This is an optimization exercise on Yosys and OpenROAD, whose aim is small area, a short achievable clock period and few clock cycles per item, not a production implementation. Function was checked by simulation only, so behaviour that the tests miss may differ from the original.

// oblv_ks
module oblv_ks (
  input             clk,
  input             rst_n,
  input             cmd_valid,
  output            cmd_ready,
  input             cmd_op,        
  input      [15:0] cmd_len,
  input      [31:0] cmd_iv,
  input             din_valid,
  output            din_ready,
  input      [7:0]  din,
  output            dout_valid,
  input             dout_ready,
  output     [7:0]  dout,
  output     [31:0] iv_out
);
Size in the first run: about 5000 cells after synthesis, ~400 flip-flops, roughly 110 I/O pins, ~0.042 mm^2 of cells after synthesis.
==> flow/config.mk <==
export PLATFORM = sky130hd
export DESIGN_NAME = oblv_ks
export DESIGN_NICKNAME = oblv_ks
export VERILOG_FILES = /design/flow/design.v
export SDC_FILE = /design/flow/constraint.sdc
export NUM_CORES = 4
export LEC_CHECK = 0
export CAP_MARGIN = 20
export CELL_PAD_IN_SITES_DETAIL_PLACEMENT = 0
export CELL_PAD_IN_SITES_GLOBAL_PLACEMENT = 1
export CORE_MARGIN = 2
export CORE_UTILIZATION = 55
export PLACE_DENSITY = 0.66
export SETUP_SLACK_MARGIN = 3.5
export SLEW_MARGIN = 20
==> flow/constraint.sdc <==
create_clock -name core_clock -period 9.0 [get_ports {clk}]
set_input_delay 1.8000 -clock core_clock [delete_from_list [all_inputs] [get_ports {clk}]]
set_output_delay 1.8000 -clock core_clock [all_outputs]
set_load 0.01 [all_outputs]
standard.sh (not shown) runs the stock make flow with config.mk's settings and CLKGATE_MAP_FILE= SYNTH_SCRIPT=/design/flow/synth_recipe.tcl, a recipe that flattens the netlist after the stock synthesis.
==> flow/flow/run.sh <==
#!/bin/bash
# The standard layout (standard.sh), with one change in synthesis: abc maps
# with flow/abc_nf.script. Registers and everything after synthesis are as
# in the standard flow.
set -euo pipefail
HERE=$(pwd)
cat flow/abc_wrap.tcl synth_recipe.tcl > my_synth.tcl
export MY_ABC_SCRIPT=$HERE/flow/abc_nf.script
sed "s#SYNTH_SCRIPT=[^ ]*#SYNTH_SCRIPT=$HERE/my_synth.tcl#" standard.sh > my_standard.sh
bash my_standard.sh "$@" > make_flow.log 2>&1
==> flow/flow/abc_nf.script <==
strash
dc2
dc2
strash
&get -n
&dch -x
&nf -R 1000
&put
buffer -c
topo
stime -c
upsize -c
dnsize -c
==> flow/flow/abc_wrap.tcl <==
# Put before synth_recipe.tcl: abc maps with flow/abc_nf.script (area-oriented
# &nf mapping) instead of the ORFS script; everything else is unchanged.
proc abc {args} {
  set i [lsearch -exact $args -script]
  if {$i >= 0} {
    set args [lreplace $args $i [expr {$i + 1}] -script $::env(MY_ABC_SCRIPT)]
  }
  yosys abc {*}$args
}
The first run completed with no timing, DRC or antenna violations.
Testbench counts at the start, summed over its fixed seeds: cycles 152,580, bytes 150,596.
Rerun with:
--- a/flow/flow/abc_nf.script
+++ b/flow/flow/abc_nf.script
@@ -6 +6 @@
-&dch -x
+&dch -f
- CORE_UTILIZATION: 55 -> 50
- PLACE_DENSITY: 0.66 -> 0.62
The changed run completed with no timing, DRC or antenna violations. Via count goes up by 0.38%. Global-route usage went down by 1.5 points. Final area goes up by 2.0%. Routed wire length goes up by 5.2%. Utilization went down by 4.8 points. Sequential cell count stays the same. Non-clock buffer count goes up by 65. Setup slack is worse by 0.022 ns. Clock skew grows by 0.0080 ns.
Rerun with:
--- a/flow/flow/abc_nf.script
+++ b/flow/flow/abc_nf.script
@@ -6 +6 @@
-&dch -f
+&dch -x
- GPL_ROUTABILITY_DRIVEN: unset -> 0
- SETUP_SLACK_MARGIN: 3.5 -> 3.2
Sequential share of layout area increases by 1.0 points.
Fmax drops by 3.4%.
Via count falls by 2.0%.
Final area is lower by 5.2%.
Cell count went down by 1.2%.
Rerun with:
- GPL_ROUTABILITY_DRIVEN: 0 -> unset
- SETUP_SLACK_MARGIN: 3.2 -> 3.5
Outcome:
- The new run produced a clean layout
- design area increases by 4.2%
- utilization went up by 2.4 points

* * *

Another version of the RTL of oblv_ks (not shown whole).
Size: ~5000 cells after synthesis, roughly 400 flip-flops, about 46000 um2 of cells after synthesis.
clock: 9.0 ns
lec_check: 0
cap_margin: 20
cell_pad_in_sites_detail_placement: 1
cell_pad_in_sites_global_placement: 2
core_margin: 2
core_utilization: 25
place_density: 0.32
slew_margin: 20
==> flow/flow/abc_nf.script <==
strash
&get -n
&fraig -x
&put
scorr
dc2
strash
&get -n
&dch -f
&nf
&put
buffer -c
topo
stime -c
upsize -c
dnsize -c
Scripts as last shown in full above: flow/flow/run.sh, flow/flow/abc_wrap.tcl
The first run completed without violations.
Testbench counts at the start, summed over its fixed seeds: cycles 152,580, bytes 150,596.
Change:
==> flow/flow/abc_nf.script (replaced) <==
strash
dc2
dc2
strash
&get -n
&dch -f
&nf -R 1000
&put
buffer -c
topo
stime -c
upsize -c
dnsize -c
--- a/flow/config.mk
+++ b/flow/config.mk
@@ -9,2 +9,2 @@
-export CELL_PAD_IN_SITES_DETAIL_PLACEMENT = 1
-export CELL_PAD_IN_SITES_GLOBAL_PLACEMENT = 2
+export CELL_PAD_IN_SITES_DETAIL_PLACEMENT = 0
+export CELL_PAD_IN_SITES_GLOBAL_PLACEMENT = 1
@@ -12,2 +12,3 @@
-export CORE_UTILIZATION = 25
-export PLACE_DENSITY = 0.32
+export CORE_UTILIZATION = 50
+export PLACE_DENSITY = 0.62
+export SETUP_SLACK_MARGIN = 3.5
Setup slack is better by 1.9 ns.
Die area went down by 54%.
Clock skew went down by 0.015 ns.
Change:
--- a/flow/config.mk
+++ b/flow/config.mk
@@ -9,2 +9,2 @@
-export CELL_PAD_IN_SITES_DETAIL_PLACEMENT = 0
-export CELL_PAD_IN_SITES_GLOBAL_PLACEMENT = 1
+export CELL_PAD_IN_SITES_DETAIL_PLACEMENT = 1
+export CELL_PAD_IN_SITES_GLOBAL_PLACEMENT = 2
@@ -12,3 +12,2 @@
-export CORE_UTILIZATION = 50
-export PLACE_DENSITY = 0.62
-export SETUP_SLACK_MARGIN = 3.5
+export CORE_UTILIZATION = 25
+export PLACE_DENSITY = 0.32
What happened: Worst setup slack got worse by 1.3 ns. Wire length came out higher by 29%. Via count came out lower by 4.5%. Synthesized area is unchanged.
Change:
--- a/flow/config.mk
+++ b/flow/config.mk
@@ -12,2 +12,3 @@
-export CORE_UTILIZATION = 25
-export PLACE_DENSITY = 0.32
+export CORE_UTILIZATION = 45
+export PLACE_DENSITY = 0.55
+export SETUP_SLACK_MARGIN = 3.5
After rerunning: The changed run went through all stages and came out clean; routed wire length went down by 11%; worst setup slack improves by 1.0 ns; register-to-register slack improves by 1.0 ns.
Change:
--- a/flow/config.mk
+++ b/flow/config.mk
@@ -9,2 +9,2 @@
-export CELL_PAD_IN_SITES_DETAIL_PLACEMENT = 1
-export CELL_PAD_IN_SITES_GLOBAL_PLACEMENT = 2
+export CELL_PAD_IN_SITES_DETAIL_PLACEMENT = 0
+export CELL_PAD_IN_SITES_GLOBAL_PLACEMENT = 1
@@ -12,3 +12,3 @@
-export CORE_UTILIZATION = 45
-export PLACE_DENSITY = 0.55
-export SETUP_SLACK_MARGIN = 3.5
+export CORE_UTILIZATION = 55
+export PLACE_DENSITY = 0.65
+export SETUP_SLACK_MARGIN = 3.0
The changed run finished clean.
Via count came out lower by 3.1%.
Worst hold slack loses 0.0038 ns.
Synthesized cell count stays the same.
Count of clock-buffer cells in the layout came out lower by 14.
Die area came out lower by 18%.
Setup slack loses 0.12 ns.
Global-route usage came out higher by 4.4 points.
Wire length came out lower by about 12%.

[separate check: timing with driven ports]
The results above use ideal ports. As a check the final layouts listed here were re-extracted and re-timed, cells and wires unchanged. Step 1 (the two cells are an assumption about what drives the block):
set clk [get_ports {clk}]
set_driving_cell -lib_cell sky130_fd_sc_hd__clkbuf_16 $clk
set_driving_cell -lib_cell sky130_fd_sc_hd__buf_2 [delete_from_list [all_inputs] $clk]
Step 2 moves the port delays by t, midway between the first and last clock arrival at a register: inputs arrive t later, outputs are due t later. That takes back most of the time a late clock gives input paths. Three values: ideal ports, drivers, drivers and shift; two values: the first two.
run | t (ns) | setup slack, ns | worst data-port slew with drivers (ns) | pins driven straight from the clock port
the first run of note 1 | 0.651 | 3.616 / 3.616 / 3.089 | 0.05 | 1
the second run of note 1 | 0.660 | 3.593 / 3.593 / 3.251 | 0.04 | 1
the third run of note 1 | 0.663 | 3.404 / 3.404 / 3.112 | 0.06 | 1
the fourth run of note 1 | 0.682 | 3.574 / 3.574 / 3.331 | 0.06 | 1
the first run of note 2 | 0.764 | 1.656 / 1.656 / 1.656 | 0.08 | 1
the second run of note 2 | 0.686 | 3.585 / 3.585 / 3.585 | 0.04 | 1
the third run of note 2 | 0.728 | 2.308 / 2.308 / 2.308 | 0.07 | 1
the fourth run of note 2 | 0.700 | 3.340 / 3.340 / 3.340 | 0.07 | 1
the fifth run of note 2 | 0.680 | 3.218 / 3.218 / 3.218 | 0.05 | 1
After both steps every run listed still meets setup and hold. The setup slack of the first run of note 1, which loses most, moves by 0.000 ns with the drivers and by -0.527 ns with both steps.
